Background: an optimization exercise with open tools, aiming at small area. Do not read the settings as production practice. Function was checked by simulation only, so behaviour that the tests miss may differ from the original. No activity file was given, so power comes from the tool's default toggle rates.

==> job 8021: inputs <==
Design ow_slave, start of the top module:
module ow_slave (
    input  wire       clk,
    input  wire       rst,
    input  wire       ow_in,
    output wire       ow_oe,
    input  wire       h_valid,
    input  wire [3:0] h_op,
    input  wire [7:0] h_a,
    input  wire [7:0] h_b,
    output reg        h_ack,
    output reg        h_ok,
    output reg  [7:0] h_rdata,
    output wire       busy,
    output wire       crit,
    output wire [2:0] err,
    output wire [7:0] err_cmd,
    output wire       od,
    output wire       attached,
    output wire       dispatched,
    output wire [3:0] phase,
    output wire [2:0] bt
);
    localparam [3:0] PH_IDLE         = 4'd0,
                     PH_WAIT_RESET   = 4'd1,
                     PH_CONFIRM_RESET= 4'd2,
                     PH_PRES_DELAY   = 4'd3,
                     PH_PRES_DRIVE   = 4'd4,
                     PH_PRES_RELEASE = 4'd5,
                     PH_RX_CMD       = 4'd6,
                     PH_D_RX_CMD     = 4'd7,
                     PH_D_RX_TA1     = 4'd8,
                     PH_D_RX_TA2     = 4'd9,
                     PH_D_TX_CRC1    = 4'd10,
                     PH_D_TX_DATA    = 4'd11,
                     PH_D_TX_CRC2    = 4'd12;
    localparam [2:0] BT_WAIT_HIGH = 3'd0,
                     BT_WAIT_FALL = 3'd1,
                     BT_SAMPLE    = 3'd2,
                     BT_DRIVE     = 3'd3,
  ...
clock: 12.0 ns
lec_check: 0
cap_margin: 20
core_margin: 2
core_utilization: 40
cts_buf_list: sky130_fd_sc_hd__clkbuf_16
cts_cluster_diameter: 100
cts_cluster_size: 30
place_density: 0.6
slew_margin: 20
synth_hierarchical: 1
standard.sh (not shown) runs the stock make flow with config.mk's settings and CLKGATE_MAP_FILE= SYNTH_SCRIPT=/design/flow/synth_recipe.tcl, a recipe that flattens the netlist after the stock synthesis.
==> flow/flow/run.sh <==
#!/bin/bash
# The standard layout (standard.sh), with the port buffers made of the
# smallest buffer cell instead of the default choice. ORFS's output goes to
# standard.log in this folder.
set -euo pipefail
bash standard.sh "BUFFER_PORTS_ARGS=-buffer_cell sky130_fd_sc_hd__buf_1" finish > standard.log 2>&1
==> job 9293: changes against job 8021 <==
--- a/flow/design.v
+++ b/flow/design.v
@@ -311,28 +311,28 @@
                         redir[2] <= 2'd0;
                         redir[3] <= 2'd0;
                     end
                     default: ;
                 endcase
             end
         end else begin
+            err_r        <= E_NONE;
+            dispatched_r <= 1'b0;
             case (phase_r)
                 PH_WAIT_RESET: begin
                     if (!ow_in && hi_ok) begin
                         phase_r <= PH_CONFIRM_RESET;
                     end else if (cnt_last) begin
-                        dispatched_r <= 1'b0;
                         phase_r      <= PH_IDLE;
                     end
                 end
                 PH_CONFIRM_RESET: begin
                     if (!ow_in) begin
                         if (cnt_last) begin
                             err_r        <= E_VERY_LONG_RST;
-                            dispatched_r <= 1'b0;
                             phase_r      <= PH_IDLE;
                         end
                     end else if (low_short) begin
                         phase_r <= PH_WAIT_RESET;
                     end else begin
                         phase_r <= PH_PRES_DELAY;
                         if (low_normal) od_r <= 1'b0;
@@ -342,15 +342,14 @@
                 PH_PRES_DRIVE: if (cnt_last) phase_r <= PH_PRES_RELEASE;
                 PH_PRES_RELEASE: begin
                     if (ow_in) begin
                         phase_r <= PH_RX_CMD;
                         bt_r    <= BT_WAIT_HIGH;
                     end else if (cnt_last) begin
                         err_r        <= E_PRESENCE_LOW;
-                        dispatched_r <= 1'b0;
                         phase_r      <= PH_IDLE;
                     end
                 end
                 default: begin
                     case (bt_r)
                         BT_WAIT_HIGH: begin
                             if (ow_in)
@@ -362,15 +361,14 @@
                             if (!ow_in) begin
                                 if (send_phase)
                                     bt_r <= tx_bit ? BT_HOLD : BT_DRIVE;
                                 else
                                     bt_r <= BT_SAMPLE;
                             end else if (cnt_last) begin
                                 err_r        <= (bit_r == 3'd0) ? E_FIRST_BIT_TO : E_SLOT_TIMEOUT;
-                                dispatched_r <= 1'b0;
                                 phase_r      <= PH_IDLE;
                                 bt_r         <= BT_WAIT_HIGH;
                             end
                         end
                         default: begin
                             if (slot_done) begin
                                 bt_r <= BT_WAIT_HIGH;
@@ -378,15 +376,14 @@
                                     case (phase_r)
                                         PH_RX_CMD: begin
                                             if (rx_byte == 8'hCC) begin
                                                 phase_r <= PH_D_RX_CMD;
                                             end else begin
                                                 err_cmd_r    <= rx_byte;
                                                 err_r        <= E_BAD_CMD;
-                                                dispatched_r <= 1'b0;
                                                 phase_r      <= PH_IDLE;
                                             end
                                         end
                                         PH_D_RX_CMD: phase_r <= PH_D_RX_TA1;
                                         PH_D_RX_TA1: phase_r <= PH_D_RX_TA2;
                                         PH_D_RX_TA2: begin
                                             if (rd_ok && !ow_in) begin
==> flow/run.sh (new file) <==
#!/bin/bash
# synth_recipe.tcl (not shown) runs the flow's synth.tcl, then flattens the netlist and writes it again
# the make line also repeats each setting of config.mk as NAME=value (left out here)
make -C /OpenROAD-flow-scripts/flow DESIGN_CONFIG=/design/flow/config.mk WORK_HOME=/design/flow/orfs CLKGATE_MAP_FILE= SYNTH_SCRIPT=/design/flow/synth_recipe.tcl finish
CORE_UTILIZATION = 65   (was 40)
PLACE_DENSITY = 0.8   (was 0.6)
removed: flow/flow/run.sh
removed: flow/standard.sh
==> job 7644: changes against job 8021 <==
==> flow/run.sh (new file) <==
#!/bin/bash
# synth_recipe.tcl (not shown) runs the flow's synth.tcl, then flattens the netlist and writes it again
# the make line also repeats each setting of config.mk as NAME=value (left out here)
make -C /OpenROAD-flow-scripts/flow DESIGN_CONFIG=/design/flow/config.mk WORK_HOME=/design/flow/orfs CLKGATE_MAP_FILE= SYNTH_SCRIPT=/design/flow/synth_recipe.tcl finish
removed: flow/flow/run.sh
removed: flow/standard.sh
==> comparison table <==
Result of the run: job 9293 finished clean; job 7644 finished clean; job 8021 finished clean
Mux contribution to synthesized area: job 9293 0.0140; job 7644 0.0130; job 8021 0.0130
Routing usage on met3: job 9293 0.0383; job 7644 0.0223; job 8021 0.0197
Depth of the most critical reg-to-reg path: job 9293 21; job 7644 25; job 8021 24
Floorplan row count: job 9293 92; job 7644 118; job 8021 118
Combined global-route utilization of all metal layers: job 9293 0.280; job 7644 0.180; job 8021 0.179
Number of non-clock buffers: job 9293 82; job 7644 88; job 8021 84
Leakage power figure: job 9293 12.3 nW; job 7644 10.8 nW; job 8021 10.6 nW
Number of buffers created by CTS: job 9293 43; job 7644 46; job 8021 44
Post-detail-place hpwl: job 9293 57400 um; job 7644 61500 um; job 8021 60800 um
Top Layer Used: job 9293 met5; job 7644 met4; job 8021 met5
Effective utilization at floorplan: job 9293 0.657; job 7644 0.403; job 8021 0.403
Power dissipated in combinational cells: job 9293 0.000494 W; job 7644 0.00118 W; job 8021 0.00116 W
Depth of the critical timing path with buffers and inverters included: job 9293 16; job 7644 17; job 8021 15
Minimum clock period: job 9293 10.83 ns; job 7644 11.02 ns; job 8021 10.42 ns
Buffering overhead: job 9293 0.0172; job 7644 0.0179; job 8021 0.00938

afterwards: timing with drivers on the ports:
In the flow no input, the clock included, has a driving cell. The finished layouts below were timed again as built, in two steps.
Step 1 sets driving cells, clkbuf_16 on the clock port and buf_2 on the other inputs (assumed; they add their load-dependent delay and slew).
Step 2 moves the port delays by t, midway between the first and last clock arrival at a register: inputs arrive t later, outputs are due t later. That takes back most of the time a late clock gives input paths.
a / b / c = no drivers / after step 1 / after step 2; a / b = the first two.
run | shift t [ns] | setup WS [ns] | worst slew at a driven data input, ns
job 8021 | 0.692 | 1.583 / 1.559 / 1.559 | 0.14
job 9293 | 0.682 | 1.170 / 1.144 / 1.144 | 0.11
job 7644 | 0.693 | 0.980 / 0.953 / 0.953 | 0.15
After both steps setup and hold are still met in every run listed. For job 7644, which loses most, drivers alone change the setup slack by -0.027 ns; drivers and shift together by -0.027 ns.
